Context: an optimization exercise on an open-source flow, tuned for small area, a short achievable clock period and few clock cycles. The choices shown serve that exercise and are no tape-out recipe.
The RTL was checked by simulation tests, not by an equivalence proof against the original design.
Power is estimated from default activity; no workload was simulated.

==> flow/design.v <==
module fcb_bin (
    input  wire        clk,
    input  wire        rst,
    input  wire [31:0] cfg_pre,
    input  wire [1:0]  cfg_pre_len,
    input  wire [1:0]  cfg_hdr_n,
    input  wire        cfg_hdr_be,
    input  wire [1:0]  cfg_len_idx,
    input  wire        cfg_ck_crc,
    input  wire [2:0]  cfg_ck_size,
    input  wire        cfg_ck_be,
    input  wire [15:0] cfg_qmax,
    input  wire        in_valid,
    input  wire [7:0]  in_data,
    output wire        in_ready,
    output reg         ev_valid,
    output reg  [1:0]  ev_type,
    output wire [31:0] ev_val,
    output wire [15:0] ev_calc,
    output wire [16:0] ev_len
);
    localparam [1:0] EV_MSG = 2'd0, EV_CKMIS = 2'd1, EV_LENERR = 2'd2, EV_OVF = 2'd3;
    localparam [1:0] S_SEARCH = 2'd0, S_HDR = 2'd1, S_PAY = 2'd2, S_TRL = 2'd3;
    reg [1:0]  q_k1;        
    reg [1:0]  q_n1;        
    reg [4:0]  q_kh1;       
    reg [1:0]  q_m;         
    reg        q_hbe;
    reg        q_cnz;       
    reg        q_cbe;
    always @(posedge clk) begin
        q_cbe  <= cfg_ck_be;
        q_cnz  <= cfg_ck_size != 3'd0;
        q_m    <= cfg_hdr_n - cfg_len_idx;
        q_hbe  <= cfg_hdr_be;
        q_k1   <= cfg_pre_len;
        q_n1   <= cfg_hdr_n;
        q_kh1  <= {3'd0, cfg_pre_len} + {1'b0, cfg_hdr_n, 2'b00} + 5'd4;
    end
    reg  [7:0]  sr [0:11];     
    reg  [1:0]  st;
    reg  [16:0] len;           
    reg         emp;           
    reg  [2:0]  pm;            
    reg  [15:0] mf;            
    wire [15:0] crc = {sr[9], sr[8]};
    reg  [31:0] w;
    reg         trl_mis;       
    assign ev_val  = w;
    assign ev_calc = crc;
    assign ev_len  = len;
    function [15:0] crc_byte(input [15:0] c, input [7:0] d);
        integer b;
        reg [15:0] t;
        begin
            t = c ^ {d, 8'h00};
            for (b = 0; b < 8; b = b + 1)
                t = t[15] ? ((t << 1) ^ 16'h1021) : (t << 1);
            crc_byte = t;
        end
    endfunction
    wire [16:0] len_n = emp ? 17'd1 : len + 17'd1;
    wire        ovf   = !emp && (len[15:0] == cfg_qmax);
    reg        rdy;            
    wire       take = in_valid & rdy;
    assign in_ready = rdy;
    reg        acc;            
    reg  [3:0] eq;             
    wire [7:0] cur = sr[0];
    reg mt;
    always @(*) begin
        case (q_k1)
            2'd0: mt = eq[0];
            2'd1: mt = pm[0] & eq[1];
            2'd2: mt = pm[1] & eq[2];
            default: mt = pm[2] & eq[3];
        endcase
    end
    wire [31:0] ps = w;
    wire        ps_zero = ~|ps[30:0];
    wire        rem_one = (w[15:0] == 16'd1) && ~|w[30:16];
    wire        trl_one = (w[18:16] == 3'd1);
    wire        trl_hi  = q_cbe ^ w[16];           
    wire        trl_neq = cur != (trl_hi ? crc[15:8] : crc[7:0]);
    reg hdr_done;
    always @(*) begin
        case (q_n1)
            2'd0: hdr_done = mf[3];
            2'd1: hdr_done = mf[7];
            2'd2: hdr_done = mf[11];
            default: hdr_done = mf[15];
        endcase
    end
    reg fany;
    always @(*) begin
        case (q_n1)
            2'd0: fany = mt | (|mf[2:0]);
            2'd1: fany = mt | (|mf[6:0]);
            2'd2: fany = mt | (|mf[10:0]);
            default: fany = mt | (|mf[14:0]);
        endcase
    end
    reg  [1:0]  st_n;
    reg  [16:0] len_d;
    reg         emp_d;
    reg  [2:0]  pm_d;
    reg  [15:0] mf_d;
    reg         ev_d;
    reg  [1:0]  evt_d;
    reg         hold_w;        
    always @(*) begin
        st_n   = st;
        len_d  = len;
        emp_d  = emp;
        pm_d   = pm;
        mf_d   = mf;
        ev_d   = 1'b0;
        evt_d  = ev_type;
        hold_w = (st == S_PAY) || (st == S_TRL);
        if (acc) begin
            mf_d  = {mf[14:0], mt};
            pm_d  = {pm[1:0] & eq[2:1], eq[0]};
            len_d = len_n;
            emp_d = 1'b0;
            if (ovf) begin
                ev_d  = 1'b1;
                evt_d = EV_OVF;
                emp_d = 1'b1;
                pm_d  = 3'd0;
                mf_d  = 16'd0;
                st_n  = S_SEARCH;
                if (st == S_HDR && hdr_done)
                    hold_w = 1'b1;
            end else begin
                case (st)
                    S_SEARCH: if (mt) begin
                        len_d = {15'd0, q_k1} + 17'd1;
                        st_n  = S_HDR;
                    end
                    S_HDR: if (hdr_done) begin
                        hold_w = 1'b1;
                        if (ps[31]) begin
                            ev_d  = 1'b1;
                            evt_d = EV_LENERR;
                            if (fany) begin
                                len_d = {15'd0, q_k1} + 17'd1;
                                st_n  = S_HDR;
                            end else begin
                                len_d = {12'd0, q_kh1};
                                st_n  = S_SEARCH;
                            end
                        end else begin
                            len_d = {12'd0, q_kh1} + 17'd1;
                            if (!ps_zero)
                                st_n = S_PAY;
                            else if (q_cnz)
                                st_n = S_TRL;
                            else begin
                                ev_d  = 1'b1;
                                evt_d = EV_MSG;
                                emp_d = 1'b1;
                                pm_d  = 3'd0;
                                mf_d  = 16'd0;
                                st_n  = S_SEARCH;
                            end
                        end
                    end
                    S_PAY: if (rem_one) begin
                        if (q_cnz)
                            st_n = S_TRL;
                        else begin
                            ev_d  = 1'b1;
                            evt_d = EV_MSG;
                            emp_d = 1'b1;
                            pm_d  = 3'd0;
                            mf_d  = 16'd0;
                            st_n  = S_SEARCH;
                        end
                    end
                    default: if (trl_one) begin  
                        ev_d  = 1'b1;
                        evt_d = (cfg_ck_crc && (trl_mis || trl_neq)) ? EV_CKMIS : EV_MSG;
                        emp_d = 1'b1;
                        pm_d  = 3'd0;
                        mf_d  = 16'd0;
                        st_n  = S_SEARCH;
                    end
                endcase
            end
        end
    end
    reg c_done, c_other;
    always @(*) begin
        case (q_n1)
            2'd0: begin
                c_done  = mf[2] | mf[3];
                c_other = mt | mf[0] | mf[1] | (~acc & mf[2]) | (in_data == cfg_pre[8*q_k1 +: 8]);
            end
            2'd1: begin
                c_done  = mf[6] | mf[7];
                c_other = mt | (|mf[5:0]) | (~acc & mf[6]);
            end
            2'd2: begin
                c_done  = mf[10] | mf[11];
                c_other = mt | (|mf[9:0]) | (~acc & mf[10]);
            end
            default: begin
                c_done  = mf[14] | mf[15];
                c_other = mt | (|mf[13:0]) | (~acc & mf[14]);
            end
        endcase
    end
    wire stall_d = take & (st == S_HDR) & c_done & c_other;
    always @(posedge clk) begin
        if (st == S_TRL && acc)
            trl_mis <= trl_neq;
        if (acc && st == S_PAY) begin
            w[15:0] <= w[15:0] - 16'd1;
            if (rem_one)
                w[31:16] <= {13'd0, cfg_ck_size};
        end else if (acc && st == S_TRL) begin
            w[18:16] <= w[18:16] - 3'd1;
            if (trl_hi) w[15:8] <= cur;
            else        w[7:0]  <= cur;
        end else if (acc && st == S_HDR && hdr_done && !ovf && !ps[31] && ps_zero)
            w[31:16] <= {13'd0, cfg_ck_size};
        else if (take && !hold_w) begin
            case (q_m)
                2'd0: w <= q_hbe ? {w[23:0], in_data} : {in_data, w[31:8]};
                2'd1: w <= q_hbe ? {w[23:0], sr[3]}   : {sr[3], w[31:8]};
                2'd2: w <= q_hbe ? {w[23:0], sr[7]}   : {sr[7], w[31:8]};
                default: w <= q_hbe ? {w[23:0], sr[11]} : {sr[11], w[31:8]};
            endcase
        end
        if (rst) begin
            st       <= S_SEARCH;
            len      <= 17'd0;
            emp      <= 1'b1;
            pm       <= 3'd0;
            mf       <= 16'd0;
            ev_valid <= 1'b0;
            rdy      <= 1'b1;
        end else begin
            st       <= st_n;
            len      <= len_d;
            emp      <= emp_d;
            pm       <= pm_d;
            mf       <= mf_d;
            ev_valid <= ev_d;
            ev_type  <= evt_d;
            rdy      <= ~stall_d;
        end
    end
    integer i;
    always @(posedge clk) begin
        acc <= take & ~rst;
        for (i = 0; i < 4; i = i + 1)
            eq[i] <= (in_data == cfg_pre[8*i +: 8]);
        if (take) begin
            sr[0] <= in_data;
            for (i = 1; i < 12; i = i + 1)
                if (i != 8 && i != 9)
                    sr[i] <= sr[i-1];
        end
        if (st == S_PAY || st == S_TRL) begin
            if (acc && st == S_PAY)
                {sr[9], sr[8]} <= crc_byte(crc, cur);
        end else if (acc && st == S_HDR && hdr_done && !ps[31])
            {sr[9], sr[8]} <= 16'h0000;
        else if (take) begin
            sr[8] <= sr[7];
            sr[9] <= sr[8];
        end
    end
endmodule
export LEC_CHECK = 0
export CAP_MARGIN = 20
export CORE_MARGIN = 2
export CORE_UTILIZATION = 60
export CTS_BUF_LIST = sky130_fd_sc_hd__clkbuf_8
export CTS_CLUSTER_DIAMETER = 60
export CTS_CLUSTER_SIZE = 16
export SETUP_SLACK_MARGIN = 5
export SLEW_MARGIN = 20
create_clock -name core_clock -period 8.0 [get_ports {clk}]
run.sh (not shown) runs the stock make flow with config.mk's settings and CLKGATE_MAP_FILE= SYNTH_SCRIPT=/design/flow/synth_recipe.tcl, a recipe that flattens the netlist after the stock synthesis.
Testbench counts at the start, summed over its fixed seeds: cycles 20,746.
Rerun with:
==> flow/flow/run.sh (new file) <==
#!/bin/bash
export BUFFER_PORTS_ARGS="-buffer_cell sky130_fd_sc_hd__buf_1"
export CTS_ARGS="-sink_clustering_enable -repair_clock_nets -sink_clustering_size 16 -sink_clustering_max_diameter 60 -buf_list sky130_fd_sc_hd__clkbuf_8 -dont_use_dummy_load"
bash standard.sh > standard.log 2>&1
==> flow/standard.sh (new file) <==
#!/bin/bash
# synth_recipe.tcl (not shown) runs the flow's synth.tcl, then flattens the netlist and writes it again
# the make line also repeats each setting of config.mk as NAME=value (left out here)
make -C /OpenROAD-flow-scripts/flow DESIGN_CONFIG=/design/flow/config.mk WORK_HOME=/design/flow/orfs CLKGATE_MAP_FILE= SYNTH_SCRIPT=/design/flow/synth_recipe.tcl "${@:-finish}"
removed: flow/run.sh
Effect: Register-to-register slack is better by 0.02 ns; synthesized cell count does not change; clock skew is higher by 0.035 ns; via count goes down by 5.9%; wire length came out lower by about 10%; worst setup slack improved by 0.067 ns; maximum frequency is higher by 2.3%; global-route usage drops by 3.0 points.
Rerun with:
==> flow/flow/run.sh (replaced) <==
#!/bin/bash
export BUFFER_PORTS_ARGS="-buffer_cell sky130_fd_sc_hd__buf_1"
export CTS_ARGS="-sink_clustering_enable -repair_clock_nets -sink_clustering_size 20 -sink_clustering_max_diameter 50 -buf_list sky130_fd_sc_hd__clkbuf_8 -dont_use_dummy_load"
bash standard.sh > standard.log 2>&1
Settings changed: CTS_CLUSTER_DIAMETER 60 to 50, CTS_CLUSTER_SIZE 16 to 20.
After rerunning: Worst setup slack does not change; clock-buffer cell count stays the same; wire length does not change; synthesized cell count does not change; first-iteration DRC count stays the same; final cell count is unchanged; clock skew is unchanged; critical path depth does not change; final area does not change; worst hold slack is unchanged; total power is unchanged.

==> what the ideal ports hide <==
The flow's constraints put no driver on any port. The routed layouts listed below were extracted and timed again, unchanged, in two steps.
Step 1 assumes that a clkbuf_16 drives the clock port and a buf_2 every other input.
Step 2 times the ports against the registers' clock, not the clock port: input delays grow and output delays shrink by t, the midpoint of the rising clock arrivals with the driver on.
Three values: ideal, step 1, step 2; two values: the first two.
run | shift t [ns] | setup WS [ns] | worst setup path after step 2
the first run | 0.525 | 4.976 / 4.990 / 4.465 | input to register
the second run | 0.488 | 5.043 / 5.062 / 4.574 | input to register
the third run | 0.488 | 5.043 / 5.062 / 4.574 | input to register
After both steps setup and hold are still met in every run listed. For the first run, which loses most, drivers alone change the setup slack by +0.014 ns; drivers and shift together by -0.511 ns.
